From an optimization exercise on the open Yosys and OpenROAD flow, aimed at small area and few clock cycles per item; shortcuts taken in it are not production practice.
Function was checked by simulation only, so behaviour that the tests miss may differ from the original.

==> flow/design.v <==
module aes_sbox (
    input  wire [7:0] a,
    output wire [7:0] y
);
    wire U0, U1, U2, U3, U4, U5, U6, U7;
    assign {U0, U1, U2, U3, U4, U5, U6, U7} = a;
    wire T1, T2, T3, T4, T5, T6, T7, T8, T9, T10, T11, T12, T13, T14, T15, T16, T17, T18, T19, T20, T21, T22, T23, T24, T25, T26, T27, M1, M2, M3, M4, M5, M6, M7, M8, M9, M10, M11, M12, M13, M14, M15, M16, M17, M18, M19, M20, M21, M22, M23, M24, M25, M26, M27, M28, M29, M30, M31, M32, M33, M34, M35, M36, M37, M38, M39, M40, M41, M42, M43, M44, M45, M46, M47, M48, M49, M50, M51, M52, M53, M54, M55, M56, M57, M58, M59, M60, M61, M62, M63, L0, L1, L2, L3, L4, L5, L6, L7, L8, L9, L10, L11, L12, L13, L14, L15, L16, L17, L18, L19, L20, L21, L22, L23, L24, L25, L26, L27, L28, L29;
    assign T1 = U0 ^ U3;
    assign T2 = U0 ^ U5;
    assign T3 = U0 ^ U6;
    assign T4 = U3 ^ U5;
    assign T5 = U4 ^ U6;
    assign T6 = T1 ^ T5;
    assign T7 = U1 ^ U2;
    assign T8 = U7 ^ T6;
    assign T9 = U7 ^ T7;
    assign T10 = T6 ^ T7;
    assign T11 = U1 ^ U5;
    assign T12 = U2 ^ U5;
    assign T13 = T3 ^ T4;
    assign T14 = T6 ^ T11;
    assign T15 = T5 ^ T11;
    assign T16 = T5 ^ T12;
    assign T17 = T9 ^ T16;
    assign T18 = U3 ^ U7;
    assign T19 = T7 ^ T18;
    assign T20 = T1 ^ T19;
    assign T21 = U6 ^ U7;
    assign T22 = T7 ^ T21;
    assign T23 = T2 ^ T22;
    assign T24 = T2 ^ T10;
    assign T25 = T20 ^ T17;
    assign T26 = T3 ^ T16;
    assign T27 = T1 ^ T12;
    assign M1 = T13 & T6;
    assign M2 = T23 & T8;
    assign M3 = T14 ^ M1;
    assign M4 = T19 & U7;
    assign M5 = M4 ^ M1;
    assign M6 = T3 & T16;
    assign M7 = T22 & T9;
    assign M8 = T26 ^ M6;
    assign M9 = T20 & T17;
    assign M10 = M9 ^ M6;
    assign M11 = T1 & T15;
    assign M12 = T4 & T27;
    assign M13 = M12 ^ M11;
    assign M14 = T2 & T10;
    assign M15 = M14 ^ M11;
    assign M16 = M3 ^ M2;
    assign M17 = M5 ^ T24;
    assign M18 = M8 ^ M7;
    assign M19 = M10 ^ M15;
    assign M20 = M16 ^ M13;
    assign M21 = M17 ^ M15;
    assign M22 = M18 ^ M13;
    assign M23 = M19 ^ T25;
    assign M24 = M22 ^ M23;
    assign M25 = M22 & M20;
    assign M26 = M21 ^ M25;
    assign M27 = M20 ^ M21;
    assign M28 = M23 ^ M25;
    assign M29 = M28 & M27;
    assign M30 = M26 & M24;
    assign M31 = M20 & M23;
    assign M32 = M27 & M31;
    assign M33 = M27 ^ M25;
    assign M34 = M21 & M22;
    assign M35 = M24 & M34;
    assign M36 = M24 ^ M25;
    assign M37 = M21 ^ M29;
    assign M38 = M32 ^ M33;
    assign M39 = M23 ^ M30;
    assign M40 = M35 ^ M36;
    assign M41 = M38 ^ M40;
    assign M42 = M37 ^ M39;
    assign M43 = M37 ^ M38;
    assign M44 = M39 ^ M40;
    assign M45 = M42 ^ M41;
    assign M46 = M44 & T6;
    assign M47 = M40 & T8;
    assign M48 = M39 & U7;
    assign M49 = M43 & T16;
    assign M50 = M38 & T9;
    assign M51 = M37 & T17;
    assign M52 = M42 & T15;
    assign M53 = M45 & T27;
    assign M54 = M41 & T10;
    assign M55 = M44 & T13;
    assign M56 = M40 & T23;
    assign M57 = M39 & T19;
    assign M58 = M43 & T3;
    assign M59 = M38 & T22;
    assign M60 = M37 & T20;
    assign M61 = M42 & T1;
    assign M62 = M45 & T4;
    assign M63 = M41 & T2;
    assign L0 = M61 ^ M62;
    assign L1 = M50 ^ M56;
    assign L2 = M46 ^ M48;
    assign L3 = M47 ^ M55;
    assign L4 = M54 ^ M58;
    assign L5 = M49 ^ M61;
    assign L6 = M62 ^ L5;
    assign L7 = M46 ^ L3;
    assign L8 = M51 ^ M59;
    assign L9 = M52 ^ M53;
    assign L10 = M53 ^ L4;
    assign L11 = M60 ^ L2;
    assign L12 = M48 ^ M51;
    assign L13 = M50 ^ L0;
    assign L14 = M52 ^ M61;
    assign L15 = M55 ^ L1;
    assign L16 = M56 ^ L0;
    assign L17 = M57 ^ L1;
    assign L18 = M58 ^ L8;
    assign L19 = M63 ^ L4;
    assign L20 = L0 ^ L1;
    assign L21 = L1 ^ L7;
    assign L22 = L3 ^ L12;
    assign L23 = L18 ^ L2;
    assign L24 = L15 ^ L9;
    assign L25 = L6 ^ L10;
    assign L26 = L7 ^ L9;
    assign L27 = L8 ^ L10;
    assign L28 = L11 ^ L14;
    assign L29 = L11 ^ L17;
    assign y[7] = L6 ^ L24;
    assign y[6] = ~(L16 ^ L26);
    assign y[5] = ~(L19 ^ L28);
    assign y[4] = L6 ^ L21;
    assign y[3] = L20 ^ L22;
    assign y[2] = L25 ^ L29;
    assign y[1] = ~(L13 ^ L27);
    assign y[0] = ~(L6 ^ L23);
endmodule
module aes_core (
    input  wire         clk,
    input  wire         rst,         
    input  wire         start,       
    input  wire         key_256,
    input  wire [255:0] key,
    input  wire [127:0] block_in,
    output wire         ready,
    output reg          done,        
    output wire [127:0] block_out
);
    reg  [127:0] state;
    reg  [255:0] kreg;
    reg          busy;
    reg          mode256;
    reg  [2:0]   cnt;       
    assign ready     = !busy;
    assign block_out = state;
    wire         m    = busy ? mode256 : key_256;
    wire [2:0]   j    = busy ? cnt : 3'd0;
    wire [255:0] kin  = busy ? kreg : key;
    wire [127:0] din  = busy ? state : (block_in ^ key[255:128]);   
    wire         last = busy && (cnt == (mode256 ? 3'd6 : 3'd4));
    function [7:0] rcon;
        input [3:0] i;
        case (i)
            4'd0: rcon = 8'h01;
            4'd1: rcon = 8'h02;
            4'd2: rcon = 8'h04;
            4'd3: rcon = 8'h08;
            4'd4: rcon = 8'h10;
            4'd5: rcon = 8'h20;
            4'd6: rcon = 8'h40;
            4'd7: rcon = 8'h80;
            4'd8: rcon = 8'h1b;
            4'd9: rcon = 8'h36;
            default: rcon = 8'h00;
        endcase
    endfunction
    function [31:0] rotword;
        input [31:0] w;
        rotword = {w[23:0], w[31:24]};
    endfunction
    function [127:0] expand4;    
        input [127:0] base;
        input [31:0]  t;
        reg   [31:0]  w0, w1, w2, w3;
        begin
            w0 = base[127:96] ^ t;
            w1 = base[95:64]  ^ w0;
            w2 = base[63:32]  ^ w1;
            w3 = base[31:0]   ^ w2;
            expand4 = {w0, w1, w2, w3};
        end
    endfunction
    wire [127:0] k_hi = kin[255:128];
    wire [127:0] k_lo = kin[127:0];
    wire [7:0]  rcon_a = m ? rcon({1'b0, j}) : rcon({j, 1'b0});
    wire [7:0]  rcon_b = m ? 8'h00 : rcon({j, 1'b1});
    wire [31:0] sa_in = rotword(m ? k_lo[31:0] : k_hi[31:0]);
    wire [31:0] sa_out;
    wire [127:0] nw_a = expand4(k_hi, sa_out ^ {rcon_a, 24'h000000});
    wire [31:0] sb_in = m ? nw_a[31:0] : rotword(nw_a[31:0]);
    wire [31:0] sb_out;
    wire [127:0] nw_b = expand4(m ? k_lo : nw_a, sb_out ^ {rcon_b, 24'h000000});
    aes_sbox u_ks_a0 (.a(sa_in[31:24]), .y(sa_out[31:24]));
    aes_sbox u_ks_a1 (.a(sa_in[23:16]), .y(sa_out[23:16]));
    aes_sbox u_ks_a2 (.a(sa_in[15:8]),  .y(sa_out[15:8]));
    aes_sbox u_ks_a3 (.a(sa_in[7:0]),   .y(sa_out[7:0]));
    aes_sbox u_ks_b0 (.a(sb_in[31:24]), .y(sb_out[31:24]));
    aes_sbox u_ks_b1 (.a(sb_in[23:16]), .y(sb_out[23:16]));
    aes_sbox u_ks_b2 (.a(sb_in[15:8]),  .y(sb_out[15:8]));
    aes_sbox u_ks_b3 (.a(sb_in[7:0]),   .y(sb_out[7:0]));
    wire [127:0] rk_a = m ? k_lo : nw_a;
    wire [127:0] rk_b = m ? nw_a : nw_b;
    function [127:0] shift_rows;
        input [127:0] s;
        integer c, r;
        begin
            for (c = 0; c < 4; c = c + 1)
                for (r = 0; r < 4; r = r + 1)
                    shift_rows[127 - 8*(4*c + r) -: 8] = s[127 - 8*(4*((c + r) % 4) + r) -: 8];
        end
    endfunction
    function [7:0] xtime;
        input [7:0] a;
        xtime = {a[6:0], 1'b0} ^ (a[7] ? 8'h1b : 8'h00);
    endfunction
    function [31:0] mix_column;
        input [31:0] col;
        reg [7:0] a0, a1, a2, a3, t;
        begin
            a0 = col[31:24];
            a1 = col[23:16];
            a2 = col[15:8];
            a3 = col[7:0];
            t  = a0 ^ a1 ^ a2 ^ a3;
            mix_column[31:24] = a0 ^ t ^ xtime(a0 ^ a1);
            mix_column[23:16] = a1 ^ t ^ xtime(a1 ^ a2);
            mix_column[15:8]  = a2 ^ t ^ xtime(a2 ^ a3);
            mix_column[7:0]   = a3 ^ t ^ xtime(a3 ^ a0);
        end
    endfunction
    function [127:0] mix_columns;
        input [127:0] s;
        mix_columns = {mix_column(s[127:96]), mix_column(s[95:64]),
                       mix_column(s[63:32]),  mix_column(s[31:0])};
    endfunction
    wire [127:0] sb1, sb2;
    wire [127:0] r1_out;
    genvar gi;
    generate
        for (gi = 0; gi < 16; gi = gi + 1) begin : g_sbox
            aes_sbox u_sbox1 (.a(din[127 - 8*gi -: 8]),    .y(sb1[127 - 8*gi -: 8]));
            aes_sbox u_sbox2 (.a(r1_out[127 - 8*gi -: 8]), .y(sb2[127 - 8*gi -: 8]));
        end
    endgenerate
    assign r1_out = mix_columns(shift_rows(sb1)) ^ rk_a;
    wire [127:0] sr2 = shift_rows(sb2);
    wire [127:0] r2_out = (last ? sr2 : mix_columns(sr2)) ^ rk_b;
    always @(posedge clk) begin
        state <= r2_out;
        kreg  <= {m ? nw_a : nw_b, nw_b};
        if (rst) begin
            busy <= 1'b0;
            done <= 1'b0;
        end else begin
            done <= last;
            if (busy) begin
                if (last)
                    busy <= 1'b0;
                cnt <= cnt + 3'd1;
            end else if (start) begin
                mode256 <= key_256;
                busy    <= 1'b1;
                cnt     <= 3'd1;
            end
        end
    end
endmodule
==> flow/flow/run.sh <==
#!/bin/bash
# The standard layout (standard.sh), with synthesis run through
# flow/my_synth.tcl. Tool logs: orfs/logs/..., and make's output in make.log.
set -euo pipefail
W=$PWD
export MY_CELLMAP=$W/flow/cellmap.v
export FLOW_SYNTH=$W/synth_recipe.tcl
sed "s#SYNTH_SCRIPT=[^ ]*#SYNTH_SCRIPT=$W/flow/my_synth.tcl#" standard.sh > my_standard.sh
grep -q "SYNTH_SCRIPT=$W/flow/my_synth.tcl" my_standard.sh
bash my_standard.sh > make.log 2>&1
==> flow/flow/cellmap.v <==
module \$_XOR_ (input A, B, output Y); sky130_fd_sc_hd__xor2_1 _TECHMAP_REPLACE_ (.A(A), .B(B), .X(Y)); endmodule
module \$_XNOR_ (input A, B, output Y); sky130_fd_sc_hd__xnor2_1 _TECHMAP_REPLACE_ (.A(A), .B(B), .Y(Y)); endmodule
module \$_AND_ (input A, B, output Y); sky130_fd_sc_hd__and2_1 _TECHMAP_REPLACE_ (.A(A), .B(B), .X(Y)); endmodule
module \$_NAND_ (input A, B, output Y); sky130_fd_sc_hd__nand2_1 _TECHMAP_REPLACE_ (.A(A), .B(B), .Y(Y)); endmodule
module \$_OR_ (input A, B, output Y); sky130_fd_sc_hd__or2_1 _TECHMAP_REPLACE_ (.A(A), .B(B), .X(Y)); endmodule
module \$_NOR_ (input A, B, output Y); sky130_fd_sc_hd__nor2_1 _TECHMAP_REPLACE_ (.A(A), .B(B), .Y(Y)); endmodule
module \$_NOT_ (input A, output Y); sky130_fd_sc_hd__inv_1 _TECHMAP_REPLACE_ (.A(A), .Y(Y)); endmodule
module \$_MUX_ (input A, B, S, output Y); sky130_fd_sc_hd__mux2_1 _TECHMAP_REPLACE_ (.A0(A), .A1(B), .S(S), .X(Y)); endmodule
module \$_ANDNOT_ (input A, B, output Y); sky130_fd_sc_hd__and2b_1 _TECHMAP_REPLACE_ (.A_N(B), .B(A), .X(Y)); endmodule
module \$_ORNOT_ (input A, B, output Y); sky130_fd_sc_hd__or2b_1 _TECHMAP_REPLACE_ (.B_N(B), .A(A), .X(Y)); endmodule
==> flow/flow/my_synth.tcl <==
# The standard flow's synthesis (synth_recipe.tcl, ORFS synth.tcl) with one change: the
# technology mapping keeps the XOR structure of the RTL. abc maps the logic to
# simple gates only, which are then mapped one to one onto library cells.
proc abc {args} {
  yosys abc -g AND,NAND,OR,NOR,XOR,XNOR,MUX
  yosys techmap -map $::env(MY_CELLMAP)
  yosys opt_clean
}
source $::env(FLOW_SYNTH)
==> flow/standard.sh <==
#!/bin/bash
# synth_recipe.tcl (not shown) runs the flow's synth.tcl, then flattens the netlist and writes it again
# the make line also repeats each setting of config.mk as NAME=value (left out here)
make -C /OpenROAD-flow-scripts/flow DESIGN_CONFIG=/design/flow/config.mk WORK_HOME=/design/flow/orfs CLKGATE_MAP_FILE= SYNTH_SCRIPT=/design/flow/synth_recipe.tcl "${@:-finish}"
==> flow/config.mk <==
export PLATFORM = sky130hd
export DESIGN_NAME = aes_core
export DESIGN_NICKNAME = aes_core
export VERILOG_FILES = /design/flow/design.v
export SDC_FILE = /design/flow/constraint.sdc
export NUM_CORES = 4
export LEC_CHECK = 0
export CAP_MARGIN = 20
export CORE_MARGIN = 2
export CORE_UTILIZATION = 40
export SLEW_MARGIN = 20
==> flow/constraint.sdc <==
create_clock -name core_clock -period 14.0 [get_ports {clk}]
set_input_delay 2.8000 -clock core_clock [delete_from_list [all_inputs] [get_ports {clk}]]
set_output_delay 2.8000 -clock core_clock [all_outputs]
set_load 0.01 [all_outputs]
==> metrics.md, run 1 <==
| Metric | Value |
|---|---|
| Min Tclk post-route | `13620 ps` |
| Sequential fraction of the synthesis area | `11.1%` |
| Tcrit/Tclk final | `97.3%` |
| Util after Layout | `62.6%` |
| Syn Inst Count | `8477` |
| Layout filler cell count | `15179` |
| Actual slew at the worst max-slew pin | `991 ps` |
| Die Y | `424 µm` |
| Hold WS | `750 ps` |
| Register Area | `7850 µm²` |
| HPWL Detailed | `291000 µm` |
| Post-DR vias/cell | `4.77` |
| Syn. warnings | `1` |
| First-pass GRT wire length | `463000 µm` |
| Slew margin rel. | `34.0%` |
| Cell area after layout | `109000 µm²` |
| GPL Wtd Cong | `1.09` |
| Critical Path Most Common Cell | `xnor2_1` |
| # placed instances | `13997` |
| Mapped cell area | `70400 µm²` |
| Congestion Overflow GR | `0` |
| Max-capacitance violation count | `0` |
| CTS buffer count | `55` |
| Critical path launch point type | `input port` |
| Drt drc | `0` |
| Die Area | `179000 µm²` |
| Initial core utilization | `40.4%` |
| Number of global-route vias before repair | `68884` |
| CTS H-tree lvls | `2` |
| CP max-delay cell | `clkdlybuf4s50_1` |
| IO Pins | `518` |
| GRT Util Overall | `35.3%` |
| Avg WL per Cell | `23.1 µm` |
| Fmax | `73.4 MHz` |
| DR vias | `67480` |
| Share of layout cells above drive strength 1 | `32.4%` |
| Largest area contributor in the netlist | `xnor2_1` |
| Setup WS pre-CTS | `-1210 ps` |
| Status | `no timing/DRC/antenna violations` |
| Crit path max fanout | `5` |
| Initial antenna violation count | `20` |
| Fin cells | `14153` |
| Worst endpoint data arrival time | `14180 ps` |
| # clock sinks | `390` |
| Die Span X | `424 µm` |
| Fin Setup TNS | `0 ps` |
| Reg clk slew, reported paths | `60 ps` |
| CP peak stage delay | `540 ps` |
| Netlist cell types | `11` |
| Final Setup Violations | `0` |
| Crit path kind | `input port to flip-flop` |
| Synth area leaders | `xnor2_1 40%, xor2_1 16%, mux2_1 13%` |
| Row count | `153` |
| Synthesized area per cell | `8.31 µm²` |
| RSZ-0062 raised after global routing | `yes` |
| Final hold vios | `0` |
| Final Slew Violations | `0` |
| Clk root buf | `clkbuf_16` |
| Final WL | `327000 µm` |
| HP Class | `flip-flop to flip-flop` |
| Post-Synthesis Net Count | `8946` |
| Clock skew | `40.8 ps` |
| Antenna viol nets, final | `0` |
| Worst endpoint required time | `14560 ps` |
| Core Area | `174000 µm²` |
| Largest net degree at the start of global routing | `97` |
| Maximum buffer depth of the clock tree | `3` |
| Setup crit end kind | `flip-flop` |
| Area grow syn2layout | `54.9%` |
| Share of the synthesized area in the top cell type | `40.0%` |
| Initial detailed-routing violation count | `4289` |
| CTS tree | `done` |
| # nets final | `12244` |
| Clk Latency, worst-skew pair | `700 ps` |
| Multi-input gate area | `68900 µm²` |
| Fin worst setup slack | `384 ps` |
| Area after DPL | `105000 µm²` |
| Drt pass-1 iters | `6` |
| I/O Buffers | `517` |
| Number of synthesized register bits | `390` |
-- Yosys cell counts --
cell type and number:
and2_1 911, dfxtp_1 386, edfxtp_1 4, ha_1 81, inv_1 268, mux2_1 789, nand2_1 990, nor2_1 251
or2_1 282, xnor2_1 3216, xor2_1 1299
-- registers in the layout (all words and copies together), names as in the netlist --
register and flops:
busy 1, cnt 3, done 1, kreg 256, mode256 1, state 128
-- path summary, 6_finish.rpt --
path	from	to	slack [ps]	cells past startpoint
max	key[154]	state[106]$_DFF_P_	380	53
min	cnt[2]$_SDFFCE_PN0P_	cnt[2]$_SDFFCE_PN0P_	750	2
max reg2reg	busy$_SDFF_PP0_	state[3]$_DFF_P_	1440	51
min reg2reg	cnt[2]$_SDFFCE_PN0P_	cnt[2]$_SDFFCE_PN0P_	750	2
-- critical path: cells and delay by family --
family	cells	cell delay [ps]
multiplexers	5	1990
buffers and inverters	8	1610
XOR/XNOR	31	5810
AND/OR/NAND/NOR	8	1630
adder cells (fa/ha/maj)	1	280
-- cell type report --
class / instances / share of cell area (%)
multi-input cells: 7820 / 63.2
flip-flops and latches: 390 / 7.20
inverters: 268 / 0.929
repair buffers: 3240 / 24.2
clock buffers: 73 / 1.41
well taps: 2325 / 2.67
clock inverters: 26 / 0.360
diodes: 11 / 0.0252
-- routing by layer --
layer  track usage [%]  part of all wire [%]  vias to the layer above  routed length (µm)
met5                 0                 0.013                        -                  43
met4              23.4                   8.4                        6               27400
met3              4.94                   5.8                      578               19000
met2              58.4                    46                     1884              149000
met1              42.6                    40                    32237              132000
li1                  -                     -                    32775                   -
-- cells in the final DEF (no fill, tap or decap), types with 14 or more instances in the layout --
| master | synthesis | final |
|---|---|---|
| buf_4 | 0 | 2658 |
| xor2_2 | 0 | 176 |
| xnor2_2 | 0 | 516 |
| dfxtp_1 | 386 | 385 |
| clkdlybuf4s50_1 | 0 | 514 |
| buf_12 | 0 | 63 |
| nand2_1 | 990 | 970 |
| inv_1 | 268 | 266 |
| or2_1 | 282 | 280 |
| xnor2_1 | 3216 | 2631 |
| mux2_2 | 0 | 113 |
| and2_1 | 911 | 863 |
| and2_4 | 0 | 43 |
| xnor2_4 | 0 | 69 |
| nor2_1 | 251 | 247 |
| clkbuf_16 | 0 | 56 |
| nand2_2 | 0 | 14 |
| xor2_4 | 0 | 29 |
| mux2_1 | 789 | 648 |
| ha_1 | 81 | 78 |
| mux2_4 | 0 | 28 |
| xor2_1 | 1299 | 1094 |
-- kinds of logic (layout without fill, tap and decap cells) --
family / count (synthesis) / in the layout / share of synthesized area (%)
buffers and inverters: 268 / 3607 / 1.43
multiplexers: 789 / 790 / 12.6
XOR/XNOR: 4515 / 4515 / 56.2
AND/OR/NAND/NOR: 2434 / 2434 / 17.2
adder cells (fa/ha/maj): 81 / 81 / 1.44
other: 0 / 11 / 0
flip-flops: 390 / 390 / 11.1
-- repair_timing --
item | in CTS | in global routing
pin swaps | 21 | 102
resized for setup | 59 | 241
endpoints found under the setup margin | 141 | 277
cloned | 0 | 1
hold buffers | 0 | 0
setup buffers | 6 | 39
Testbench counts, summed over its fixed seeds: cycles 9,272, items 1,536.
==> run 2, diff against run 1 <==
--- a/flow/design.v
+++ b/flow/design.v
@@ -224,3 +224,3 @@
     endfunction
-    function [31:0] mix_column;
+    function [31:0] mix_delta;
         input [31:0] col;
@@ -232,13 +232,13 @@
             a3 = col[7:0];
-            t  = a0 ^ a1 ^ a2 ^ a3;
-            mix_column[31:24] = a0 ^ t ^ xtime(a0 ^ a1);
-            mix_column[23:16] = a1 ^ t ^ xtime(a1 ^ a2);
-            mix_column[15:8]  = a2 ^ t ^ xtime(a2 ^ a3);
-            mix_column[7:0]   = a3 ^ t ^ xtime(a3 ^ a0);
-        end
-    endfunction
-    function [127:0] mix_columns;
+            t  = (a0 ^ a1) ^ (a2 ^ a3);
+            mix_delta[31:24] = t ^ xtime(a0 ^ a1);
+            mix_delta[23:16] = t ^ xtime(a1 ^ a2);
+            mix_delta[15:8]  = t ^ xtime(a2 ^ a3);
+            mix_delta[7:0]   = t ^ xtime(a3 ^ a0);
+        end
+    endfunction
+    function [127:0] mix_deltas;
         input [127:0] s;
-        mix_columns = {mix_column(s[127:96]), mix_column(s[95:64]),
-                       mix_column(s[63:32]),  mix_column(s[31:0])};
+        mix_deltas = {mix_delta(s[127:96]), mix_delta(s[95:64]),
+                      mix_delta(s[63:32]),  mix_delta(s[31:0])};
     endfunction
@@ -253,5 +253,6 @@
     endgenerate
-    assign r1_out = mix_columns(shift_rows(sb1)) ^ rk_a;
+    wire [127:0] sr1 = shift_rows(sb1);
+    assign r1_out = sr1 ^ mix_deltas(sr1) ^ rk_a;
     wire [127:0] sr2 = shift_rows(sb2);
-    wire [127:0] r2_out = (last ? sr2 : mix_columns(sr2)) ^ rk_b;
+    wire [127:0] r2_out = sr2 ^ (mix_deltas(sr2) & {128{!last}}) ^ rk_b;
     always @(posedge clk) begin
==> flow/flow/run.sh (replaced) <==
#!/bin/bash
# The standard layout (standard.sh), with synthesis run through
# flow/my_synth.tcl, and with the floorplan-stage timing repair and the
# timing-driven global placement turned off (timing is repaired after CTS).
# Tool logs: orfs/logs/..., and make's output in make.log.
set -euo pipefail
W=$PWD
export MY_ABC_SCRIPT=$W/flow/area.abc
export FLOW_SYNTH=$W/synth_recipe.tcl
sed "s#SYNTH_SCRIPT=[^ ]*#SYNTH_SCRIPT=$W/flow/my_synth.tcl REMOVE_ABC_BUFFERS=1 GPL_TIMING_DRIVEN=0#" standard.sh > my_standard.sh
grep -q "SYNTH_SCRIPT=$W/flow/my_synth.tcl" my_standard.sh
bash my_standard.sh > make.log 2>&1
==> flow/flow/area.abc (new file) <==
strash
dch
map -a
topo
==> flow/flow/my_synth.tcl (replaced) <==
# The standard flow's synthesis (synth_recipe.tcl, ORFS synth.tcl) with one change: the
# technology mapping. abc maps for area onto a small set of cells (XOR/XNOR
# gates, 2-input gates, AOI/OAI21, 2:1 muxes), which keeps the XOR structure
# of the RTL instead of breaking it into AND-OR logic.
proc abc {args} {
  set keep {xor2_1 xnor2_1 xor3_1 xnor3_1 nand2_1 nor2_1 inv_1 mux2i_1 mux2_1 and2_1 or2_1 a21oi_1 o21ai_0}
  set du {}
  foreach lib $::env(LIB_FILES) {
    set f [open $lib r]
    foreach {m c} [regexp -all -inline {cell\s*\(\s*"?(sky130_fd_sc_hd__[a-z0-9_]+)} [read $f]] {
      if { [lsearch -exact $keep [string range $c 17 end]] < 0 } { lappend du -dont_use $c }
    }
    close $f
  }
  set libargs {}
  foreach lib $::env(LIB_FILES) { lappend libargs -liberty $lib }
  yosys abc {*}$libargs {*}$du -constr $::env(OBJECTS_DIR)/abc.constr -script $::env(MY_ABC_SCRIPT) -D 14000
}
source $::env(FLOW_SYNTH)
removed: flow/flow/cellmap.v
==> metrics.md, run 2 <==
| Metric | Value |
|---|---|
| Cell with the most instances after synthesis | `xor2_1` |
| Most frequently used flop master after synthesis | `dfxtp_1` |
| Number of synthesized register bits | `390` |
| Max-capacitance violation count | `0` |
| Mapped cell area | `66000 µm²` |
| Setup WS pre-CTS | `-5720 ps` |
| Post-DR vias/cell | `5.31` |
| Netlist cell types | `14` |
| Clock skew | `42.4 ps` |
| HP Class | `flip-flop to flip-flop` |
| Fail Reasons | `negative setup slack` |
| Drt pass-1 iters | `6` |
| Most frequent cells in the layout | `1833 x xor2_1, 1508 x nand2_1, 992 x buf_4` |
| Biggest register | `kreg` |
| Drt drc | `0` |
| Initial core utilization | `40.1%` |
| Final Setup Violations | `62` |
| First-pass GRT wire length | `434000 µm` |
| Row count | `149` |
| Syn Inst Count | `9273` |
| Number of global-route vias before repair | `64810` |
| Die Y | `410 µm` |
| GRT Util Overall | `35.4%` |
| Final hold vios | `0` |
| Synthesized area per cell | `7.12 µm²` |
| Xor/xnor cell area share of the yosys netlist | `58.8%` |
| Clk root buf | `clkbuf_16` |
| Synth area leaders | `xor2_1 40%, xnor2_1 19%, dfxtp_1 12%` |
| Worst endpoint required time | `14530 ps` |
| Largest net degree at the start of global routing | `141` |
| Area grow syn2layout | `62.6%` |
| Most common cell after layout, fill and taps aside | `xor2_1` |
| Clk Latency, worst-skew pair | `720 ps` |
| Crit path max fanout | `4` |
| Max reg flops | `256` |
| Antenna viol nets, final | `0` |
| RSZ-0062 raised after global routing | `yes` |
| Synth async-reset ratio | `0%` |
| Multiplexer share of the synthesized area | `1.18%` |
| Met3 GRT Util | `7.53%` |
| Fmax | `69.5 MHz` |
| Final Slew Violations | `0` |
| CP max-delay cell | `a21oi_2` |
| Simple-gate area share of the yosys netlist | `16.3%` |
| Flop2flop setup slack | `180 ps` |
| # placed instances | `12004` |
| CP peak stage delay | `700 ps` |
| Most frequent cells after synthesis | `3000 x xor2_1, 1556 x nand2_1, 1429 x xnor2_1` |
| Met1 usage | `45.8%` |
| Compound-Gate Fraction of Synth Area | `6.56%` |
| Core Area | `164000 µm²` |
| Layout filler cell count | `12594` |
| Congestion Overflow GR | `0` |
| Avg WL per Cell | `25.5 µm` |
| Number of synthesized flops with an enable pin | `4` |
| Tcrit/Tclk final | `103%` |
| Adder-cell share of the synthesized area | `1.54%` |
| Status | `failed layout checks` |
| Reg clk slew, reported paths | `60 ps` |
| Multi-input gate area | `75800 µm²` |
| CTS tree | `done` |
| Fin cells | `13262` |
| Sequential fraction of the synthesis area | `11.9%` |
| Maximum buffer depth of the clock tree | `3` |
| CTS H-tree lvls | `2` |
| Share of the synthesized area in the top cell type | `39.8%` |
| Hold WS | `631 ps` |
| DR vias | `70414` |
| Largest area contributor in the netlist | `xor2_1` |
| Critical path launch point type | `input port` |
| # clock sinks | `390` |
| # nets final | `11489` |
| Largest family of logic cells by synthesized area | `XOR/XNOR gates` |
| Fin Setup TNS | `-8410 ps` |
| Initial detailed-routing violation count | `7761` |
| Crit path kind | `input port to flip-flop` |
| HPWL Detailed | `245000 µm` |
| Grt met2 use | `53.2%` |
| Critical Path Most Common Cell | `xor2_2` |
| GPL Wtd Cong | `1.10` |
| Gr busiest metal | `met2` |
| CTS buffer count | `56` |
| Setup crit end kind | `flip-flop` |
| Syn. warnings | `1` |
| Final WL | `338000 µm` |
| Die Span X | `410 µm` |
| Fin worst setup slack | `-394 ps` |
| Initial antenna violation count | `19` |
| Die Area | `168000 µm²` |
| Biggest regs | `kreg (256), state (128), cnt (3)` |
| Actual slew at the worst max-slew pin | `1420 ps` |
| Worst endpoint data arrival time | `14920 ps` |
| Register Area | `7850 µm²` |
| Share of layout cells above drive strength 1 | `31.7%` |
| Slew margin rel. | `4.24%` |
| Min Tclk post-route | `14390 ps` |
| I/O Buffers | `517` |
| IO Pins | `518` |
-- run 2: cell count changes after synthesis, sizes merged --
cell   previous run  this run
xnor2          3216      1429
o21ai             0       430
mux2i             0        77
or2             282        23
nand2           990      1556
inv             268       669
xor2           1299      3000
and2            911       122
nor2            251      1060
mux2            789         1
a21oi             0       435
-- run 2: per-layer routing --
metal	vias to the layer above	part of all wire, %
met5	-	0.075
met1	34093	37
li1	30992	-
met2	4200	42
met4	14	9.3
met3	1115	12
-- run 2: worst paths after layout --
| path | from | end | depth (start not counted) |
|---|---|---|---|
| min reg2reg | cnt[2]$_SDFFCE_PN0P_ | cnt[2]$_SDFFCE_PN0P_ | 2 |
| max | key[240] | state[38]$_DFF_P_ | 51 |
| min | cnt[2]$_SDFFCE_PN0P_ | cnt[2]$_SDFFCE_PN0P_ | 2 |
| max reg2reg | busy$_SDFF_PP0_ | state[61]$_DFF_P_ | 59 |
-- run 2: critical path: cells and delay by family --
family / cells / cell delay (ps)
compound gates: 3 / 910
xor+xnor: 34 / 7830
fa+ha+maj: 2 / 590
buf+inv: 8 / 1750
simple gates: 4 / 1010
-- run 2: what timing repair did --
item,in CTS,in global routing
pin swaps,298,564
buffers inserted,531,598
resized for setup,1572,1415
cloned,12,7
hold buffers,0,0
setup endpoints to repair,384,307
-- run 2: cell type report --
cell class                 instances  area share, %
timing repair inverter             3         0.0245
sequential                       390           7.32
clock inverter                    38          0.440
inverter                         669           2.37
tap                             2189           2.55
clock buffer                      65           1.40
multi-input combinational       8214           70.7
antenna                            8         0.0187
timing repair buffer            1686           15.2
-- run 2: stage by stage --
step                area [µm²]  util [%]
floorplan                66000         -
global placement         73900      45.0
detailed placement       74700      45.4
CTS                      92800      56.4
global route            107000      65.2
finish                  107000      65.3
-- run 2: cells by family (layout without fill, tap and decap cells) --
logic type                 Yosys count  after routing
and+or+nand+nor                   2761           2761
DFF                                390            390
buffers and inverters              669           2461
xor gates and xnor gates          4429           4429
muxes                               78             78
adders and majority gates           81             81
AOI/OAI and AO/OA                  865            865
other                                0              8
Testbench counts of run 2, summed over its fixed seeds: cycles 9,272, items 1,536.
==> run 3, diff against run 2 <==
--- a/flow/design.v
+++ b/flow/design.v
@@ -147,4 +147,4 @@
 );
-    reg  [127:0] state;
-    reg  [255:0] kreg;
+    reg  [127:0] state;     
+    reg  [255:0] kreg;      
     reg          busy;
@@ -152,24 +152,7 @@
     reg  [2:0]   cnt;       
-    assign ready     = !busy;
-    assign block_out = state;
-    wire         m    = busy ? mode256 : key_256;
-    wire [2:0]   j    = busy ? cnt : 3'd0;
-    wire [255:0] kin  = busy ? kreg : key;
-    wire [127:0] din  = busy ? state : (block_in ^ key[255:128]);   
+    assign ready = !busy;
     wire         last = busy && (cnt == (mode256 ? 3'd6 : 3'd4));
-    function [7:0] rcon;
+    function [7:0] rcon;         
         input [3:0] i;
-        case (i)
-            4'd0: rcon = 8'h01;
-            4'd1: rcon = 8'h02;
-            4'd2: rcon = 8'h04;
-            4'd3: rcon = 8'h08;
-            4'd4: rcon = 8'h10;
-            4'd5: rcon = 8'h20;
-            4'd6: rcon = 8'h40;
-            4'd7: rcon = 8'h80;
-            4'd8: rcon = 8'h1b;
-            4'd9: rcon = 8'h36;
-            default: rcon = 8'h00;
-        endcase
+        rcon = i[3] ? (i[0] ? 8'h36 : 8'h1b) : (8'h01 << i[2:0]);
     endfunction
@@ -191,12 +174,15 @@
     endfunction
-    wire [127:0] k_hi = kin[255:128];
-    wire [127:0] k_lo = kin[127:0];
-    wire [7:0]  rcon_a = m ? rcon({1'b0, j}) : rcon({j, 1'b0});
-    wire [7:0]  rcon_b = m ? 8'h00 : rcon({j, 1'b1});
-    wire [31:0] sa_in = rotword(m ? k_lo[31:0] : k_hi[31:0]);
-    wire [31:0] sa_out;
-    wire [127:0] nw_a = expand4(k_hi, sa_out ^ {rcon_a, 24'h000000});
-    wire [31:0] sb_in = m ? nw_a[31:0] : rotword(nw_a[31:0]);
-    wire [31:0] sb_out;
-    wire [127:0] nw_b = expand4(m ? k_lo : nw_a, sb_out ^ {rcon_b, 24'h000000});
+    wire [127:0] k_hi = kreg[255:128];
+    wire [127:0] k_lo = kreg[127:0];
+    wire [7:0]   rcon_a = mode256 ? 8'h00 : rcon({cnt, 1'b0} - 4'd1);
+    wire [31:0]  sa_in  = mode256 ? k_lo[31:0] : rotword(k_hi[31:0]);
+    wire [31:0]  sa_out;
+    wire [127:0] nw_a   = expand4(k_hi, sa_out ^ {rcon_a, 24'h000000});
+    wire [127:0] rk_r = mode256 ? k_lo : nw_a;
+    wire [7:0]   rcon_b = !busy ? 8'h01 : mode256 ? rcon({1'b0, cnt}) : rcon({cnt, 1'b0});
+    wire [31:0]  sb_w   = !busy ? (key_256 ? key[31:0] : key[159:128]) : nw_a[31:0];
+    wire [31:0]  sb_in  = rotword(sb_w);
+    wire [127:0] sb_base = !busy ? key[255:128] : rk_r;
+    wire [31:0]  sb_out;
+    wire [127:0] nw_b   = expand4(sb_base, sb_out ^ {rcon_b, 24'h000000});
     aes_sbox u_ks_a0 (.a(sa_in[31:24]), .y(sa_out[31:24]));
@@ -209,4 +195,4 @@
     aes_sbox u_ks_b3 (.a(sb_in[7:0]),   .y(sb_out[7:0]));
-    wire [127:0] rk_a = m ? k_lo : nw_a;
-    wire [127:0] rk_b = m ? nw_a : nw_b;
+    wire [127:0] kreg_hi_nx = busy ? (mode256 ? nw_a : nw_b)
+                                   : (key_256 ? key[127:0] : nw_b);
     function [127:0] shift_rows;
@@ -244,4 +230,10 @@
     endfunction
-    wire [127:0] sb1, sb2;
-    wire [127:0] r1_out;
+    wire [127:0] sr0  = shift_rows(state);
+    wire [127:0] lout = sr0 ^ mix_deltas(sr0) ^ k_hi;
+    wire [127:0] sb1;
+    wire [127:0] sr1  = shift_rows(sb1);
+    wire [127:0] r1_out = sr1 ^ (mix_deltas(sr1) & {128{busy}}) ^ rk_r;
+    assign block_out = r1_out;
+    wire [127:0] din2 = busy ? r1_out : (block_in ^ key[255:128]);   
+    wire [127:0] sb2;
     genvar gi;
@@ -249,13 +241,9 @@
         for (gi = 0; gi < 16; gi = gi + 1) begin : g_sbox
-            aes_sbox u_sbox1 (.a(din[127 - 8*gi -: 8]),    .y(sb1[127 - 8*gi -: 8]));
-            aes_sbox u_sbox2 (.a(r1_out[127 - 8*gi -: 8]), .y(sb2[127 - 8*gi -: 8]));
+            aes_sbox u_sbox1 (.a(lout[127 - 8*gi -: 8]), .y(sb1[127 - 8*gi -: 8]));
+            aes_sbox u_sbox2 (.a(din2[127 - 8*gi -: 8]), .y(sb2[127 - 8*gi -: 8]));
         end
     endgenerate
-    wire [127:0] sr1 = shift_rows(sb1);
-    assign r1_out = sr1 ^ mix_deltas(sr1) ^ rk_a;
-    wire [127:0] sr2 = shift_rows(sb2);
-    wire [127:0] r2_out = sr2 ^ (mix_deltas(sr2) & {128{!last}}) ^ rk_b;
     always @(posedge clk) begin
-        state <= r2_out;
-        kreg  <= {m ? nw_a : nw_b, nw_b};
+        state <= sb2;
+        kreg  <= {kreg_hi_nx, nw_b};
         if (rst) begin
==> flow/flow/run.sh (replaced) <==
#!/bin/bash
# The standard layout (standard.sh), with synthesis run through
# flow/my_synth.tcl, and with the floorplan-stage timing repair and the
# timing-driven global placement turned off (timing is repaired after CTS),
# and the ports buffered with buf_1 cells.
# Tool logs: orfs/logs/..., and make's output in make.log.
set -euo pipefail
W=$PWD
export MY_ABC_SCRIPT=$W/flow/area.abc
export FLOW_SYNTH=$W/synth_recipe.tcl
sed "s#SYNTH_SCRIPT=[^ ]*#SYNTH_SCRIPT=$W/flow/my_synth.tcl REMOVE_ABC_BUFFERS=1 GPL_TIMING_DRIVEN=0 BUFFER_PORTS_ARGS=\"-buffer_cell sky130_fd_sc_hd__buf_1\"#" standard.sh > my_standard.sh
grep -q "SYNTH_SCRIPT=$W/flow/my_synth.tcl" my_standard.sh
bash my_standard.sh > make.log 2>&1
--- a/flow/config.mk
+++ b/flow/config.mk
@@ -9,3 +9,3 @@
 export CORE_MARGIN = 2
-export CORE_UTILIZATION = 40
+export CORE_UTILIZATION = 60
 export SLEW_MARGIN = 20
==> metrics.md, run 3 <==
| Metric | Value |
|---|---|
| Status | `no timing/DRC/antenna violations` |
| Crit path max fanout | `23` |
| Congestion Overflow GR | `0` |
| Share of layout cells above drive strength 1 | `5.25%` |
| Initial detailed-routing violation count | `7356` |
| Cell with the most instances after synthesis | `xor2_1` |
| Clock skew | `45.7 ps` |
| Biggest regs | `kreg (256), state (128), cnt (3)` |
| Number of synthesized register bits | `390` |
| Final Setup Violations | `0` |
| CP peak stage delay | `660 ps` |
| DR vias | `63196` |
| Avg WL per Cell | `24.1 µm` |
| Die Y | `335 µm` |
| Crit path kind | `flip-flop to flip-flop` |
| Number of synthesized flops with an enable pin | `4` |
| Tcrit/Tclk final | `98.5%` |
| Worst Min Path Start | `cnt[0]$_SDFFCE_PN1P_` |
| Max reg flops | `256` |
| Max-capacitance violation count | `0` |
| Netlist cell types | `13` |
| HPWL Detailed | `227000 µm` |
| Most frequent cells in the layout | `2801 x xor2_1, 1337 x xnor2_1, 1131 x nor2_1` |
| Flop2flop setup slack | `210 ps` |
| Reg clk slew, reported paths | `70 ps` |
| # clock sinks | `390` |
| Final Slew Violations | `0` |
| Drt drc | `0` |
| Cell area after layout | `75900 µm²` |
| Critical path launch point type | `flip-flop` |
| Maximum buffer depth of the clock tree | `3` |
| Final hold vios | `0` |
| Reg-to-Reg Start | `mode256$_DFFE_PP_` |
| First-pass GRT wire length | `379000 µm` |
| Critical Path Most Common Cell | `xor2_1` |
| Initial antenna violation count | `21` |
| Most frequently used flop master after synthesis | `dfxtp_1` |
| Worst endpoint data arrival time | `14360 ps` |
| Core Area | `109000 µm²` |
| Initial core utilization | `60.5%` |
| I/O Buffers | `517` |
| Post-DR vias/cell | `5.63` |
| Most common cell after layout, fill and taps aside | `xor2_1` |
| Sequential fraction of the synthesis area | `11.9%` |
| HP Class | `flip-flop to flip-flop` |
| Die Span X | `335 µm` |
| CTS H-tree lvls | `2` |
| Min Tclk post-route | `13790 ps` |
| Util after Layout | `69.8%` |
| GRT Util Overall | `45.7%` |
| Antenna viol nets, final | `0` |
| Most frequent cells after synthesis | `3029 x xor2_1, 1432 x xnor2_1, 1143 x nor2_1` |
| CTS tree | `done` |
| Area grow syn2layout | `15.4%` |
| Biggest register | `kreg` |
| R2R depth | `50` |
| Setup crit end kind | `flip-flop` |
| IO Pins | `518` |
| Syn Inst Count | `9143` |
| Syn. warnings | `1` |
| Hold Path Depth | `1` |
| Actual slew at the worst max-slew pin | `1220 ps` |
| # nets final | `10250` |
| Synthesized area per cell | `7.19 µm²` |
| Share of the synthesized area in the top cell type | `40.4%` |
| Worst endpoint required time | `14570 ps` |
| Hold path endpoint | `cnt[0]$_SDFFCE_PN1P_` |
| Slew margin rel. | `17.8%` |
| CTS buffer count | `48` |
| Mapped cell area | `65700 µm²` |
| Clk Latency, worst-skew pair | `660 ps` |
| Clk root buf | `clkbuf_16` |
| CP max-delay cell | `o21ai_1` |
| Drt pass-1 iters | `6` |
| Row count | `121` |
| Fmax | `72.5 MHz` |
| Fin Setup TNS | `0 ps` |
| Number of global-route vias before repair | `58402` |
| Die Area | `112000 µm²` |
| Largest area contributor in the netlist | `xor2_1` |
| Area after DPL | `70200 µm²` |
| Final WL | `270000 µm` |
| Worst R2R End | `kreg[158]$_DFF_P_` |
| Synth async-reset ratio | `0%` |
| GPL Wtd Cong | `1.11` |
| Largest net degree at the start of global routing | `125` |
| Synth area leaders | `xor2_1 40%, xnor2_1 19%, dfxtp_1 12%` |
run 3: worst max-delay path: cells and delay by family, from the launching register on:
| family | cells | cell delay (ps) |
|---|---|---|
| AO/OA/AOI/OAI | 5 | 1730 |
| XOR/XNOR | 31 | 9010 |
| adder cells (fa/ha/maj) | 2 | 550 |
| buffers and inverters | 8 | 1240 |
| flip-flops | 1 | 580 |
| AND/OR/NAND/NOR | 4 | 540 |
run 3: kinds of logic (layout without fill, tap and decap cells):
| logic type | count (synthesis) | in the layout | synth area share (%) |
|---|---|---|---|
| buffers and inverters | 759 | 1426 | 4.33 |
| multiplexers | 59 | 59 | 0.898 |
| adder cells (fa/ha/maj) | 88 | 88 | 1.67 |
| other | 0 | 9 | 0 |
| flip-flops | 390 | 390 | 11.9 |
| AND/OR/NAND/NOR | 2278 | 2278 | 13.3 |
| AO/OA/AOI/OAI | 1108 | 1108 | 8.43 |
| XOR/XNOR | 4461 | 4461 | 59.4 |
run 3: metal layers:
layer	part of all wire [%]	GRT usage, %	vias up
li1	-	-	29223
met1	38	58.9	29535
met2	41	67.1	3732
met3	13	11.0	698
met4	8.4	31.3	8
met5	0.016	0	-
run 3: metrics by stage:
step           hold slack (ps)  cells  setup slack (ps)
3_3_place_gp               643  11074            -35920
4_1_cts                    668  11195             -41.2
5_1_grt                    674  11224              -176
6_report                   668  11233               206
3_5_place_dp               654  11106             -2060
2_1_floorplan              605   9143             -8800
run 3: worst max-delay path by stage:
stage                                  from           endpoint  slack, ps  depth (start not counted)
after floorplan             busy$_SDFF_PP0_  kreg[138]$_DFF_P_      -8800                         26
after global placement      busy$_SDFF_PP0_  kreg[146]$_DFF_P_     -35920                         27
after detailed placement  mode256$_DFFE_PP_  kreg[134]$_DFF_P_      -2060                         51
after CTS                 mode256$_DFFE_PP_  kreg[147]$_DFF_P_        -40                         46
after global routing      state[95]$_DFF_P_  state[42]$_DFF_P_       -180                         51
final                     mode256$_DFFE_PP_  kreg[158]$_DFF_P_        210                         50
run 3: repair_timing:
item,CTS,global route
resized for setup,189,266
hold buffers,0,0
pin swaps,2,21
buffers inserted,2,29
setup endpoints to repair,295,310
gates cloned,1,0
run 3: final cells by class:
class / count / area (µm²)
Multi-Input combinational cell: 7994 / 58600
Fill cell: 9411 / 32800
Sequential cell: 390 / 7850
Timing Repair Buffer: 581 / 2980
Inverter: 759 / 2880
Tap cell: 1414 / 1770
Clock buffer: 63 / 1360
Clock inverter: 23 / 392
Antenna cell: 9 / 22.5
Testbench counts of run 3, summed over its fixed seeds: cycles 9,272, items 1,536.
==> run 4, diff against run 3 <==
--- a/flow/config.mk
+++ b/flow/config.mk
@@ -9,3 +9,3 @@
 export CORE_MARGIN = 2
-export CORE_UTILIZATION = 60
+export CORE_UTILIZATION = 70
 export SLEW_MARGIN = 20
==> metrics.md, run 4 <==
| Metric | Value |
|---|---|
| Fmax | `68.5 MHz` |
| RSZ-0062 raised after global routing | `yes` |
| Cell with the most instances after synthesis | `xor2_1` |
| Share of layout cells above drive strength 1 | `4.85%` |
| Largest area contributor in the netlist | `xor2_1` |
| HPWL Detailed | `219000 µm` |
| Synth area leaders | `xor2_1 40%, xnor2_1 19%, dfxtp_1 12%` |
| Tcrit/Tclk final | `104%` |
| Number of global-route vias before repair | `60945` |
| Post-DR vias/cell | `6.04` |
| R2R depth | `49` |
| Clk Latency, worst-skew pair | `680 ps` |
| Final WL | `280000 µm` |
| Crit path max fanout | `24` |
| Worst endpoint required time | `14520 ps` |
| Min Tclk post-route | `14600 ps` |
| Clock skew | `46.0 ps` |
| Slew margin rel. | `15.6%` |
| Core Area | `93200 µm²` |
| Netlist cell types | `13` |
| Met1 usage | `63.2%` |
| Largest family of logic cells by synthesized area | `XOR/XNOR gates` |
| IO Pins | `518` |
| HP Class | `flip-flop to flip-flop` |
| # clock sinks | `390` |
| Biggest regs | `kreg (256), state (128), cnt (3)` |
| Die Span X | `310 µm` |
| DR vias | `66846` |
| Multiplexer share of the synthesized area | `0.898%` |
| Cts hold-fix bufs | `0` |
| Flop2flop setup slack | `-600 ps` |
| Grt met2 use | `75.3%` |
| Critical Path Most Common Cell | `xor2_1` |
| Compound-Gate Fraction of Synth Area | `8.43%` |
| Most frequent cells after synthesis | `3029 x xor2_1, 1432 x xnor2_1, 1143 x nor2_1` |
| CTS H-tree lvls | `2` |
| # nets final | `10244` |
| Synthesized area per cell | `7.19 µm²` |
| Row count | `112` |
| Simple-gate area share of the yosys netlist | `13.3%` |
| Max-capacitance violation count | `0` |
| Util after Layout | `80.5%` |
| First-pass GRT wire length | `377000 µm` |
| Final hold vios | `0` |
| Syn. warnings | `1` |
| # placed instances | `10939` |
| Antenna viol nets, final | `0` |
| Reg-to-Reg Start | `mode256$_DFFE_PP_` |
| Initial detailed-routing violation count | `10127` |
| Most common cell after layout, fill and taps aside | `xor2_1` |
| Number of synthesized flops with an enable pin | `4` |
| Biggest register | `kreg` |
| Status | `failed layout checks` |
| Worst endpoint data arrival time | `15130 ps` |
| Maximum buffer depth of the clock tree | `3` |
| Reg clk slew, reported paths | `70 ps` |
| Worst R2R End | `kreg[134]$_DFF_P_` |
| Drt drc | `0` |
| Drt pass-1 iters | `12` |
| Actual slew at the worst max-slew pin | `1260 ps` |
| GRT Util Overall | `52.9%` |
| Fin worst setup slack | `-604 ps` |
| CP peak stage delay | `830 ps` |
| Congestion Overflow GR | `0` |
| Max reg flops | `256` |
| Fin cells | `11070` |
| Crit path to | `kreg[134]$_DFF_P_` |
| Die Y | `310 µm` |
| Avg WL per Cell | `25.3 µm` |
| GPL Wtd Cong | `1.15` |
| Crit path kind | `flip-flop to flip-flop` |
| Crit path from | `mode256$_DFFE_PP_` |
| Area grow syn2layout | `14.0%` |
| Gr busiest metal | `met2` |
| Largest net degree at the start of global routing | `93` |
| Adder-cell share of the synthesized area | `1.67%` |
| Fin Setup TNS | `-12280 ps` |
| Mapped cell area | `65700 µm²` |
| Final Setup Violations | `43` |
| Met3 GRT Util | `18.6%` |
| Synth async-reset ratio | `0%` |
| Final Slew Violations | `0` |
| Clk root buf | `clkbuf_16` |
| CP max-delay cell | `o21ai_1` |
| Die Area | `96400 µm²` |
| Syn Inst Count | `9143` |
| CTS buffer count | `47` |
| Fail Reasons | `negative setup slack` |
| Xor/xnor cell area share of the yosys netlist | `59.4%` |
| Setup crit end kind | `flip-flop` |
| CTS tree | `done` |
| Most frequent cells in the layout | `2831 x xor2_1, 1344 x xnor2_1, 1132 x nor2_1` |
| Share of the synthesized area in the top cell type | `40.4%` |
| I/O Buffers | `517` |
| Number of synthesized register bits | `390` |
| Sequential fraction of the synthesis area | `11.9%` |
| Most frequently used flop master after synthesis | `dfxtp_1` |
| Initial core utilization | `70.6%` |
| Setup WS pre-CTS | `-2340 ps` |
| Initial antenna violation count | `24` |
| Critical path launch point type | `flip-flop` |
[run 4: cell counts after synthesis]
Identical to the previous run, type by type.
[run 4: stage by stage]
| step | hold WS (ps) | instance area (µm²) |
|---|---|---|
| final | 711 | 75000 |
| after global routing | 720 | 75000 |
| after CTS | 687 | 72600 |
| after detailed placement | 671 | 69900 |
| after global placement | 647 | 69300 |
| after floorplan | 605 | 65700 |
[run 4: cell families after synthesis]
kind of cell | after synthesis
AO/OA/AOI/OAI | 1108
adder cells (fa/ha/maj) | 88
buffers and inverters | 759
AND/OR/NAND/NOR | 2278
flip-flops | 390
XOR/XNOR | 4461
multiplexers | 59
[run 4: cell type report]
class                   count  area (µm²)
repair buffers            575        2880
repair inverters            1        8.76
multi-input cells        7994       58100
flip-flops and latches    390        7850
clock buffers              57        1260
diodes                     11        27.5
well taps                1254        1570
inverters                 759        2890
clock inverters            29         373
fillers                  6432       18200
[run 4: metal layers]
metal	vias to the layer above	part of all wire [%]
met1	30606	34
met5	-	0.039
li1	29232	-
met3	1637	16
met2	5353	39
met4	18	11
[run 4: timing repair]
item / 4_1_cts / 5_1_grt
pin swaps: 1 / 17
setup buffers: 6 / 24
endpoints found under the setup margin: 277 / 315
gates resized for setup: 144 / 259
cloned: 2 / 0
[run 4: worst max-delay path, delay by kind of cell (launching register included)]
family | cells | cell delay (ps)
flip-flops | 1 | 530
XOR/XNOR | 31 | 10130
adder cells (fa/ha/maj) | 1 | 290
AO/OA/AOI/OAI | 4 | 1660
buffers and inverters | 5 | 800
AND/OR/NAND/NOR | 8 | 970
[run 4: worst min path at each step]
stage	cells past startpoint	endpoint	slack, ps	start
after floorplan	4	kreg[156]$_DFF_P_	600	kreg[156]$_DFF_P_
after global placement	4	kreg[156]$_DFF_P_	650	kreg[156]$_DFF_P_
after detailed placement	4	kreg[156]$_DFF_P_	670	kreg[156]$_DFF_P_
after CTS	4	kreg[156]$_DFF_P_	690	kreg[156]$_DFF_P_
after global routing	1	cnt[0]$_SDFFCE_PN1P_	720	cnt[0]$_SDFFCE_PN1P_
final	1	cnt[0]$_SDFFCE_PN1P_	710	cnt[0]$_SDFFCE_PN1P_
==> run 5, diff against run 4 <==
--- a/flow/config.mk
+++ b/flow/config.mk
@@ -10,2 +10,3 @@
 export CORE_UTILIZATION = 70
+export CTS_BUF_LIST = sky130_fd_sc_hd__clkbuf_4 sky130_fd_sc_hd__clkbuf_8
 export SLEW_MARGIN = 20
==> metrics.md, run 5 <==
| Metric | Value |
|---|---|
| Status | `failed layout checks` |
| Fail Reasons | `negative setup slack` |
| CP max-delay cell | `xor2_2` |
| I/O Buffers | `517` |
| First-pass GRT wire length | `378000 µm` |
| Worst endpoint data arrival time | `15010 ps` |
| # placed instances | `10939` |
| HP Class | `flip-flop to flip-flop` |
| Critical Path Most Common Cell | `xor2_1` |
| Largest area contributor in the netlist | `xor2_1` |
| Core Area | `93200 µm²` |
| Drt drc | `0` |
| Cell area after layout | `75000 µm²` |
| IO Pins | `518` |
| CTS tree | `done` |
| Antenna viol nets, final | `0` |
| Crit path kind | `flip-flop to flip-flop` |
| Most frequent cells in the layout | `2833 x xor2_1, 1343 x xnor2_1, 1132 x nor2_1` |
| Cell with the most instances after synthesis | `xor2_1` |
| Maximum buffer depth of the clock tree | `3` |
| CTS H-tree lvls | `3` |
| Netlist cell types | `13` |
| Synth async-reset ratio | `0%` |
| # nets final | `10269` |
| Area grow syn2layout | `14.1%` |
| Post-DR vias/cell | `6.04` |
| Final Setup Violations | `6` |
| Clk Latency, worst-skew pair | `780 ps` |
| Sequential fraction of the synthesis area | `11.9%` |
| Fmax | `69.4 MHz` |
| Largest net degree at the start of global routing | `93` |
| Syn. warnings | `1` |
| RSZ-0062 raised after global routing | `yes` |
| DR vias | `67139` |
| CTS buffer count | `74` |
| Die Area | `96400 µm²` |
| Initial detailed-routing violation count | `9625` |
| Number of global-route vias before repair | `61415` |
| Area after DPL | `69900 µm²` |
| Clk root buf | `clkbuf_8` |
| Drt pass-1 iters | `17` |
| Max reg flops | `256` |
| Share of layout cells above drive strength 1 | `5.35%` |
| Final WL | `281000 µm` |
| Initial core utilization | `70.6%` |
| Number of synthesized flops with an enable pin | `4` |
| Critical path launch point type | `flip-flop` |
| Crit path max fanout | `24` |
| Biggest regs | `kreg (256), state (128), cnt (3)` |
| Final hold vios | `0` |
| Congestion Overflow GR | `0` |
| Die Y | `310 µm` |
| Slew margin rel. | `5.44%` |
| Synthesized area per cell | `7.19 µm²` |
| Biggest register | `kreg` |
| Tcrit/Tclk final | `103%` |
| Synth area leaders | `xor2_1 40%, xnor2_1 19%, dfxtp_1 12%` |
| HPWL Detailed | `219000 µm` |
| Min Tclk post-route | `14400 ps` |
| GRT Util Overall | `53.2%` |
| Share of the synthesized area in the top cell type | `40.4%` |
| # clock sinks | `390` |
| Clock skew | `91.6 ps` |
| Setup WS pre-CTS | `-2340 ps` |
| Most frequently used flop master after synthesis | `dfxtp_1` |
| Avg WL per Cell | `25.3 µm` |
| Fin cells | `11112` |
| Setup crit end kind | `flip-flop` |
| Syn Inst Count | `9143` |
| Row count | `112` |
| GPL Wtd Cong | `1.15` |
| CP peak stage delay | `1120 ps` |
| Most frequent cells after synthesis | `3029 x xor2_1, 1432 x xnor2_1, 1143 x nor2_1` |
| Mapped cell area | `65700 µm²` |
| Final Slew Violations | `0` |
| Worst endpoint required time | `14600 ps` |
| Initial antenna violation count | `23` |
| Most common cell after layout, fill and taps aside | `xor2_1` |
| Die Span X | `310 µm` |
| Reg clk slew, reported paths | `80 ps` |
| Max-capacitance violation count | `0` |
| Util after Layout | `80.5%` |
| Fin worst setup slack | `-402 ps` |
| Number of synthesized register bits | `390` |
| Actual slew at the worst max-slew pin | `1420 ps` |
| Layout filler cell count | `6437` |
==> run 5: final cells by class <==
type,instances,area [µm²],area share (%)
Antenna cell,8,20.0,0.0267
Clock buffer,101,1290,1.72
Clock inverter,32,423,0.564
Inverter,759,2890,3.85
Multi-Input combinational cell,7994,58100,77.5
Sequential cell,390,7850,10.5
Tap cell,1254,1570,2.09
Timing Repair Buffer,573,2820,3.75
Timing Repair inverter,1,8.76,0.0117
==> run 5: through the flow <==
stage / TNS (ps) / hold slack, ps
after floorplan: -3618090 / 605
after global placement: - / 647
after detailed placement: -283620 / 671
after CTS: 0 / 687
after global routing: -22310 / 722
final: -1150 / 706
==> run 5: path summary, 6_finish.rpt <==
check	startpoint	slack [ps]	depth (start not counted)	to
hold / removal	cnt[0]$_SDFFCE_PN1P_	710	1	cnt[0]$_SDFFCE_PN1P_
hold reg to reg	cnt[0]$_SDFFCE_PN1P_	710	1	cnt[0]$_SDFFCE_PN1P_
setup reg to reg	mode256$_DFFE_PP_	-400	48	kreg[159]$_DFF_P_
setup / recovery	mode256$_DFFE_PP_	-400	48	kreg[159]$_DFF_P_
==> run 5: routing by layer <==
metal | up-vias | wire length [µm] | part of all wire, % | GRT usage [%]
li1 | 29300 | - | - | -
met1 | 30615 | 94600 | 34 | 62.7
met2 | 5508 | 109000 | 39 | 76.1
met3 | 1700 | 45500 | 16 | 19.8
met4 | 16 | 31100 | 11 | 45.0
met5 | - | 263 | 0.094 | 0
==> run 5: repair_timing <==
item                                    CTS  global route
hold buffers                              0             0
buffers inserted                          4            26
pin swaps                                 1            15
endpoints found under the setup margin  272           319
cloned                                    2             0
resized for setup                       129           272
==> run 5: worst max-delay path: cells and delay by family (launching register included) <==
family	cells	cell delay, ps
adders and majority gates	2	580
AOI/OAI and AO/OA	6	1940
and+or+nand+nor	7	860
buffers and inverters	6	940
xor gates and xnor gates	27	9390
DFF	1	520
==> run 5: cell families after synthesis <==
kind of cell / synth area share [%]
adders and majority gates: 1.67
DFF: 11.9
and+or+nand+nor: 13.3
muxes: 0.898
buffers and inverters: 4.33
xor gates and xnor gates: 59.4
AOI/OAI and AO/OA: 8.43
==> run 6, diff against run 5 <==
==> flow/flow/area.abc (replaced) <==
strash
dch
map -D 7500
topo
--- a/flow/flow/my_synth.tcl
+++ b/flow/flow/my_synth.tcl
@@ -2,3 +2,4 @@
 # technology mapping. abc maps for area onto a small set of cells (XOR/XNOR
-# gates, 2-input gates, AOI/OAI21, 2:1 muxes), which keeps the XOR structure
+# gates, 2-input gates, AOI/OAI21, 2:1 muxes) under a delay target tighter than
+# the clock (its delay model has no wires), which keeps the XOR structure
 # of the RTL instead of breaking it into AND-OR logic.
--- a/flow/config.mk
+++ b/flow/config.mk
@@ -9,4 +9,3 @@
 export CORE_MARGIN = 2
-export CORE_UTILIZATION = 70
-export CTS_BUF_LIST = sky130_fd_sc_hd__clkbuf_4 sky130_fd_sc_hd__clkbuf_8
+export CORE_UTILIZATION = 60
 export SLEW_MARGIN = 20
==> metrics.md, run 6 <==
| Metric | Value |
|---|---|
| Most frequent cells in the layout | `3031 x xor2_1, 1236 x xnor2_1, 1143 x nand2_1` |
| Hold WS | `690 ps` |
| Number of synthesized flops with an enable pin | `4` |
| Share of the synthesized area in the top cell type | `41.9%` |
| Largest area contributor in the netlist | `xor2_1` |
| Crit path kind | `flip-flop to flip-flop` |
| CTS H-tree lvls | `2` |
| First-pass GRT wire length | `383000 µm` |
| Reg-to-Reg Start | `state[39]$_DFF_P_` |
| Final Slew Violations | `0` |
| Multi-input gate area | `57200 µm²` |
| # placed instances | `11300` |
| Area grow syn2layout | `12.4%` |
| Actual slew at the worst max-slew pin | `1320 ps` |
| Initial core utilization | `60.7%` |
| CP peak stage delay | `810 ps` |
| Most frequent cells after synthesis | `3168 x xor2_1, 1273 x xnor2_1, 1149 x nand2_1` |
| Slew margin rel. | `11.0%` |
| Min Tclk post-route | `13580 ps` |
| Number of global-route vias before repair | `59484` |
| Crit path from | `state[39]$_DFF_P_` |
| # clock sinks | `390` |
| Synth area leaders | `xor2_1 42%, xnor2_1 17%, dfxtp_1 12%` |
| Die Area | `113000 µm²` |
| Syn Inst Count | `9271` |
| Clock skew | `31.0 ps` |
| Drt pass-1 iters | `7` |
| CP max-delay cell | `xor2_1` |
| Worst Min Path Start | `kreg[156]$_DFF_P_` |
| Die Span X | `336 µm` |
| Final hold vios | `0` |
| Layout filler cell count | `9600` |
| Final WL | `273000 µm` |
| Antenna viol nets, final | `0` |
| Max-capacitance violation count | `0` |
| Sequential fraction of the synthesis area | `11.9%` |
| DR vias | `63551` |
| Crit path max fanout | `7` |
| Clk Latency, worst-skew pair | `660 ps` |
| Maximum buffer depth of the clock tree | `3` |
| Final Setup Violations | `0` |
| Drt drc | `0` |
| Register Area | `7850 µm²` |
| Biggest register | `kreg` |
| Status | `no timing/DRC/antenna violations` |
| Fin cells | `11402` |
| Avg WL per Cell | `24.0 µm` |
| Cts hold-fix bufs | `0` |
| HPWL Detailed | `234000 µm` |
| Synthesized area per cell | `7.14 µm²` |
| Tcrit/Tclk final | `97.0%` |
| Netlist cell types | `14` |
| Initial detailed-routing violation count | `7555` |
| GPL Wtd Cong | `1.13` |
| Delay-heaviest family, CP | `XOR/XNOR gates` |
| Critical path launch point type | `flip-flop` |
| Biggest regs | `kreg (256), state (128), cnt (3)` |
| Syn. warnings | `1` |
| Share of layout cells above drive strength 1 | `3.53%` |
| CTS tree | `done` |
| Die Y | `336 µm` |
| Clk root buf | `clkbuf_16` |
| Core Area | `109000 µm²` |
| Mapped cell area | `66200 µm²` |
| CTS buffer count | `49` |
| Initial antenna violation count | `8` |
| Worst endpoint data arrival time | `14100 ps` |
| Most common cell after layout, fill and taps aside | `xor2_1` |
| RSZ-0062 raised after global routing | `yes` |
| GRT Util Overall | `46.2%` |
| Critical Path Most Common Cell | `xor2_1` |
| Fmax | `73.6 MHz` |
| CP Buf/Inv Count | `3` |
| Synth async-reset ratio | `0%` |
| Worst endpoint required time | `14520 ps` |
| Row count | `121` |
| Largest net degree at the start of global routing | `106` |
| # nets final | `10358` |
| Max reg flops | `256` |
| I/O Buffers | `517` |
| Reg clk slew, reported paths | `60 ps` |
| Most frequently used flop master after synthesis | `dfxtp_1` |
| IO Pins | `518` |
| Setup crit end kind | `flip-flop` |
| HP Class | `flip-flop to flip-flop` |
| Cell with the most instances after synthesis | `xor2_1` |
| Post-DR vias/cell | `5.57` |
| Number of synthesized register bits | `390` |
| Congestion Overflow GR | `0` |
[run 6: changes by cell type in the layout (fill, tap and decap cells not counted), sizes merged, moves of 9 or more]
cell / change
xnor2: -159
xor2: +139
nand2: +90
inv: +57
clkbuf: -42
buf: -13
a21oi: +12
nor2: -10
mux2i: -9
[run 6: area by class of cell]
class | instances | area share [%]
tap | 1476 | 2.48
inverter | 815 | 4.13
clock buffer | 58 | 1.76
clock inverter | 34 | 0.472
antenna | 3 | 0.0101
timing repair buffer | 560 | 3.72
sequential | 390 | 10.6
multi-input combinational | 8066 | 76.9
[run 6: worst paths after layout]
kind,slack [ps],to,cells after the start
worst min register to register,690,kreg[156]$_DFF_P_,4
worst max-delay path,420,state[74]$_DFF_P_,45
worst min-delay path,690,kreg[156]$_DFF_P_,4
worst max register to register,420,state[74]$_DFF_P_,45
[run 6: tightest hold or removal path: cells and delay by family (launching register included)]
family	cells	cell delay, ps
AOI/OAI and AO/OA	2	100
and+or+nand+nor	1	100
xor gates and xnor gates	1	100
DFF	1	360
[run 6: stage by stage]
| step | utilization, % | area [µm²] | setup TNS, ps | setup WS (ps) |
|---|---|---|---|---|
| global placement | 64.1 | 70000 | - | -35700 |
| CTS | 66.8 | 73000 | 0 | 5.66 |
| detailed placement | 64.9 | 70800 | -111870 | -1990 |
| floorplan | - | 66200 | -3875880 | -9670 |
| finish | 68.2 | 74400 | 0 | 416 |
| global route | 68.2 | 74400 | -580 | -138 |
[run 6: what timing repair did]
action	in CTS	in global routing
setup endpoints to repair	190	309
pin swaps	0	4
resized for setup	64	191
gates cloned	0	0
buffers inserted	3	3
[run 6: cells by family after synthesis]
logic type / after synthesis / share of synthesized area, %
buffers and inverters: 815 / 4.62
XOR/XNOR: 4447 / 59.0
multiplexers: 50 / 0.756
AND/OR/NAND/NOR: 2361 / 13.7
flip-flops: 390 / 11.9
adder cells (fa/ha/maj): 88 / 1.66
AO/OA/AOI/OAI: 1120 / 8.47
[run 6: layer usage]
metal / routed length (µm) / vias up / track usage [%]
met3: 31200 / 812 / 9.94
met4: 26000 / 6 / 35.1
li1: - / 29580 / -
met5: 38 / - / 0
met1: 105000 / 29655 / 58.4
met2: 111000 / 3498 / 68.5

## port drivers added, routing unchanged
Ports are ideal in the flow. The routed layouts listed here were re-timed in OpenROAD. Step 1: set_driving_cell puts a clkbuf_16 on clk and a buf_2 on each other input, an assumption about the parent block. Step 2 adds t to the input delays and takes it off the output delays; t is the mean of the earliest and latest rising clock arrival at the registers after step 1. Input paths then give back, and output paths get back, about the clock's delay inside the block. Slacks: ideal ports / drivers / drivers and shift; pairs: ideal ports / drivers.
run | shift t [ns] | setup WS [ns] | hold WS [ns] | worst register clock-pin slew, ns
run 1 | 0.764 | 0.384 / 0.437 / -0.327 | 0.750 / 0.750 / 0.750 | 0.07 / 0.07
run 2 | 0.777 | -0.394 / -0.352 / -1.129 | 0.631 / 0.631 / 0.631 | 0.08 / 0.08
run 3 | 0.707 | 0.206 / 0.206 / 0.206 | 0.668 / 0.668 / 0.668 | 0.07 / 0.07
run 4 | 0.720 | -0.604 / -0.604 / -0.604 | 0.711 / 0.711 / 0.711 | 0.07 / 0.07
run 5 | 0.815 | -0.402 / -0.402 / -0.402 | 0.706 / 0.706 / 0.706 | 0.08 / 0.08
run 6 | 0.724 | 0.416 / 0.416 / 0.416 | 0.690 / 0.690 / 0.690 | 0.07 / 0.07
With both steps, setup timing fails in run 1, where it was met with ideal ports. For run 2, which loses most, drivers alone change the setup slack by +0.042 ns; drivers and shift together by -0.735 ns.
